Background: an optimization exercise with open tools, aiming at small area, a short achievable clock period and few clock cycles per item. Do not read the settings as production practice. The RTL was checked by simulation tests, not by an equivalence proof against the original design. Power figures rest on the tool's default switching activity, not on a simulated workload.

// bp91_codec
module bp91_codec (
    input  wire        clk,
    input  wire        rst,
    input  wire        cmd_valid,
    output wire        cmd_ready,
    input  wire [1:0]  cmd_op,
    input  wire [11:0] cmd_len,
    input  wire        in_valid,
    output wire        in_ready,
    input  wire [7:0]  in_data,
    output wire        out_valid,
    input  wire        out_ready,
    output wire [7:0]  out_data,
    output reg         done,
    output reg  [7:0]  err_code,
    output reg  [11:0] err_info
);
Size: ~4400 cells after synthesis, about 1000 flip-flops, ~46000 sq um of cells after synthesis.
export LEC_CHECK = 0
export CAP_MARGIN = 20
export CORE_MARGIN = 2
export CORE_UTILIZATION = 25
export CTS_CLUSTER_DIAMETER = 100
export CTS_CLUSTER_SIZE = 24
export PLACE_DENSITY = 0.45
export SLEW_MARGIN = 20
create_clock -name core_clock -period 12.0 [get_ports {clk}]
standard.sh (not shown) runs the stock make flow with config.mk's settings and CLKGATE_MAP_FILE= SYNTH_SCRIPT=/design/flow/synth_recipe.tcl, a recipe that flattens the netlist after the stock synthesis.
==> flow/flow/run.sh <==
#!/bin/bash
set -euo pipefail
export SETUP_SLACK_MARGIN=8.5
bash standard.sh > flow_standard.log 2>&1
Testbench counts at the start, summed over its fixed seeds: cycles 39,367, items 35,196.
Change:
--- a/flow/design.v
+++ b/flow/design.v
@@ -41,15 +41,14 @@
     wire cmd_fire = cmd_valid && !nv;
     wire in_fire  = in_valid && in_rdy;
     reg        hv, tv;
     reg [1:0]  hop, top_;
     reg        hlast, tlast;
     reg        hnob, tnob;
     reg [7:0]  hdat, tdat;
-    reg [6:0]  hdn;          
     reg [11:0] kidx;
     reg        alpha_ok;
     reg        errf;         
     reg        e7;
     reg [11:0] eidx;
     reg        dupf;
     reg [6:0]  dupidx;
@@ -171,18 +170,15 @@
             gt_h[i] = (kh > i);
             eq_h[i] = (kh == i);
         end
         for (i = 0; i < 16; i = i + 1)
             gt_l[i] = (kl > i);
         pos = 7'd0;
         for (i = 0; i < 91; i = i + 1) begin
-            if (i < 46)
-                match[i] = (ring[i] == hdat[6:0]);
-            else
-                match[i] = (ring[i] == ~hdn);
+            match[i] = (ring[i] == hdat[6:0]);
             lmask[i] = gt_h[i / 16] | (eq_h[i / 16] & gt_l[i % 16]);
             if (match[i]) pos = pos | i[6:0];
         end
     end
     wire       anym    = |match;
     wire       anyl    = |(match & lmask);
     wire       member  = !hdat[7] && anym && !hnob;
@@ -435,30 +431,28 @@
             end else if (in_fire) begin
                 irem  <= irem - 12'd1;
                 ilast <= (irem == 12'd2);
                 if (ilast) ia <= 1'b0;
             end
             if (c_take) begin
                 if (tv) begin
-                    hop <= top_; hlast <= tlast; hnob <= tnob; hdat <= tdat; hdn <= ~tdat[6:0];
+                    hop <= top_; hlast <= tlast; hnob <= tnob; hdat <= tdat;
                     if (in_push) begin
                         top_ <= push_op; tlast <= push_last; tnob <= push_nob; tdat <= in_data;
                     end else begin
                         tv <= 1'b0;
                     end
                 end else begin
                     hv <= in_push;
                     hop <= push_op; hlast <= push_last; hnob <= push_nob; hdat <= in_data;
-                    hdn <= ~in_data[6:0];
                 end
             end else if (in_push) begin
                 if (!hv) begin
                     hv <= 1'b1;
                     hop <= push_op; hlast <= push_last; hnob <= push_nob; hdat <= in_data;
-                    hdn <= ~in_data[6:0];
                 end else begin
                     tv <= 1'b1;
                     top_ <= push_op; tlast <= push_last; tnob <= push_nob; tdat <= in_data;
                 end
             end
             begin : rdy
                 reg [1:0] cnt_next;
Effect: Power is lower by 1.1%. Clock power is higher by about 2%. Cell count is higher by 0.61%. Via count is higher by about 1.8%. Cell area is higher by about 0.7%. Utilization is about the same. Non-clock buffer count is higher by 18. Clock skew is higher by 0.014 ns. Wire length is higher by about 10%.
Testbench counts after the change, summed over its fixed seeds: cycles 39,367, items 35,196.

run a:
bp91_codec, a different RTL version from the one above (not shown whole).
Size in the first run: ~4300 cells after synthesis, ~1000 flip-flops.
export LEC_CHECK = 0
export CAP_MARGIN = 20
export CORE_MARGIN = 2
export CORE_UTILIZATION = 25
export PLACE_DENSITY = 0.45
export SLEW_MARGIN = 20
create_clock -name core_clock -period 12.0 [get_ports {clk}]
Scripts as last shown in full above: flow/flow/run.sh
Testbench counts of run a, summed over its fixed seeds: cycles 39,487, items 35,196.
Modified inputs, run b compared to run a
diff --git a/flow/design.v b/flow/design.v
--- a/flow/design.v
+++ b/flow/design.v
@@ -91,24 +91,23 @@
     reg        xsel;
     reg [13:0] xdat;
     reg        x2v;
     reg [1:0]  x2t;
     reg        x2sel;
     reg [6:0]  x2hi, x2lo;
     reg        x3v;
     reg [1:0]  x3t;
     reg [7:0]  x3dat;
     reg        zv;
     reg [1:0]  zt;
-    reg [7:0]  zdat;         
-    reg [11:0] zhi;          
+    reg [7:0]  zdat;
     reg [8:0]  q [0:QD-1];
     reg [2:0]  qwp, qrp;
     reg [2:0]  qn;
     reg        ov;
     reg [7:0]  ob;
     assign out_valid = ov;
     assign out_data  = ob;
     always @(*) begin
         err_code = {3'd0, pdc[3], 1'b0, pdc[2:0]};
         err_info = pdi;
     end
@@ -312,35 +311,23 @@
     wire [7:0]  lc2 = {((ls1 & lc1) | (ls1 & ld) | (lc1 & ld)), 1'b0};
     wire [7:0]  x2_lo = ks8(ls2, lc2);
     wire [6:0]  x2_d  = x2sel ? x2hi : x2_lo[6:0];
     wire [7:0]  nd    = {1'b1, ~x3dat[6:0]};
     wire [7:0]  es    = {1'b0, bn} ^ nd ^ 8'd1;
     wire [7:0]  ec    = {(({1'b0, bn} & nd) | ({1'b0, bn} & 8'd1) | (nd & 8'd1)), 1'b0};
     wire [7:0]  x3_e  = ks8(es, ec);
     wire [7:0]  fs    = {1'b0, bn} ^ nd ^ 8'd92;
     wire [7:0]  fc    = {(({1'b0, bn} & nd) | ({1'b0, bn} & 8'd92) | (nd & 8'd92)), 1'b0};
     wire [7:0]  x3_f  = ks8(fs, fc);
     wire [6:0]  x3_adr = x3_e[7] ? x3_f[6:0] : x3_e[6:0];
-    reg  [6:0] zgrp [0:11];
-    reg  [6:0] z_rd;
-    integer g, k2;
-    always @(*) begin
-        z_rd = 7'd0;
-        for (g = 0; g < 12; g = g + 1) begin
-            zgrp[g] = 7'd0;
-            for (k2 = 0; k2 < 8; k2 = k2 + 1)
-                if (8 * g + k2 < 91)
-                    zgrp[g] = zgrp[g] | ({7{zdat[k2]}} & ring[8 * g + k2]);
-            z_rd = z_rd | ({7{zhi[g]}} & zgrp[g]);
-        end
-    end
+    wire [6:0] z_rd  = ring[zdat[6:0]];
     wire [7:0] w_dat = (zt == T_CHAR) ? {1'b0, z_rd} : zdat;
     wire       w_mk  = (zt == T_MARK);
     wire [8:0] qh     = q[qrp];
     wire       o_free = !ov || out_ready;
     wire       q_pop  = o_free && (qn != 3'd0);
     wire       o_xfer = ov && out_ready;
     wire [1:0] gone   = {1'b0, o_xfer} + {1'b0, q_pop && qh[8]};
     wire push_zero;
     wire in_push = in_fire || push_zero;
     wire i_end  = in_fire && ilast;
     wire i_idle = !ia || i_end;
@@ -354,24 +341,23 @@
         ring[0] <= c_ins ? hdat[6:0] : ring[90];
         xt    <= i_mark ? T_MARK : (i_byte ? T_BYTE : T_CHAR);
         xsel  <= half;
         xdat  <= i_byte ? {6'd0, acc[7:0]} : cr;
         x2t   <= xt;
         x2sel <= xsel;
         x2hi  <= (xt == T_CHAR) ? x_hi : {6'd0, xdat[7]};
         x2lo  <= xdat[6:0];
         x3t   <= x2t;
         x3dat <= (x2t == T_CHAR) ? {1'b0, x2_d} : {x2hi[0], x2lo};
         zt    <= x3t;
-        zdat  <= (x3t == T_CHAR) ? (8'd1 << x3_adr[2:0]) : x3dat;
-        zhi   <= 12'd1 << x3_adr[6:3];
+        zdat  <= (x3t == T_CHAR) ? {1'b0, x3_adr} : x3dat;
         if (rst) begin
             b        <= 7'd0;
             bn       <= 7'd1;
             nv       <= 1'b0;
             ia       <= 1'b0;
             in_rdy   <= 1'b0;
             hv       <= 1'b0;
             tv       <= 1'b0;
             kidx     <= 12'd0;
             alpha_ok <= 1'b0;
             errf     <= 1'b0;
[summary]
Compared with run a, in run b later-pin clock latency in the skew report shows an increase of 20 ps, share of power burned in combinational logic rose by 4.0 points, total via count in the routed design rose by 12%, post-synthesis to final-layout area growth +3.0 points.
Comparing run b and run a, combinational power is higher on run b.
Delta (run b minus run a): post-synthesis compound-gate area fraction moved up, worst vdd rail ir drop saw a decrease.
Run b against run a: number of top-level design ports essentially unchanged, overall track demand over capacity in global routing increased 5.3 points, maximum number of pins on one net before global-route repair increased about 6%, length of the first detailed-routing pass in iterations decreased 2.
Count of filler cells inserted in the layout (higher): run b
Run b: clock power about 2% below run a
Reported for run b and run a, number of buffers and inverters on the critical path turned out identical to the last digit.
Testbench counts of run b, summed over its fixed seeds: cycles 39,487, items 35,196.

==> what the ideal ports hide <==
How much do the figures lean on ideal ports? The routed layouts below were timed once more, with nothing changed but the port constraints.
Step 1: set_driving_cell puts a clkbuf_16 on clk and a buf_2 on each other input, an assumption about the parent block.
Step 2 moves the port delays by t, midway between the first and last clock arrival at a register: inputs arrive t later, outputs are due t later. That takes back most of the time a late clock gives input paths.
Three values: no drivers, after step 1, after step 2; two values: the first two.
| run | t, ns | setup WS [ns] | worst setup path at the end |
|---|---|---|---|
| the first run of note 1 | 0.746 | 8.342 / 8.325 / 7.687 | input to register |
| the second run of note 1 | 0.763 | 8.357 / 8.281 / 7.681 | input to register |
| run a | 0.819 | 8.323 / 8.245 / 7.770 | input to register |
| run b | 0.829 | 8.336 / 8.256 / 7.797 | input to register |
After both steps every run listed still meets setup and hold. For the second run of note 1, which loses most, drivers alone change the setup slack by -0.076 ns; drivers and shift together by -0.676 ns.
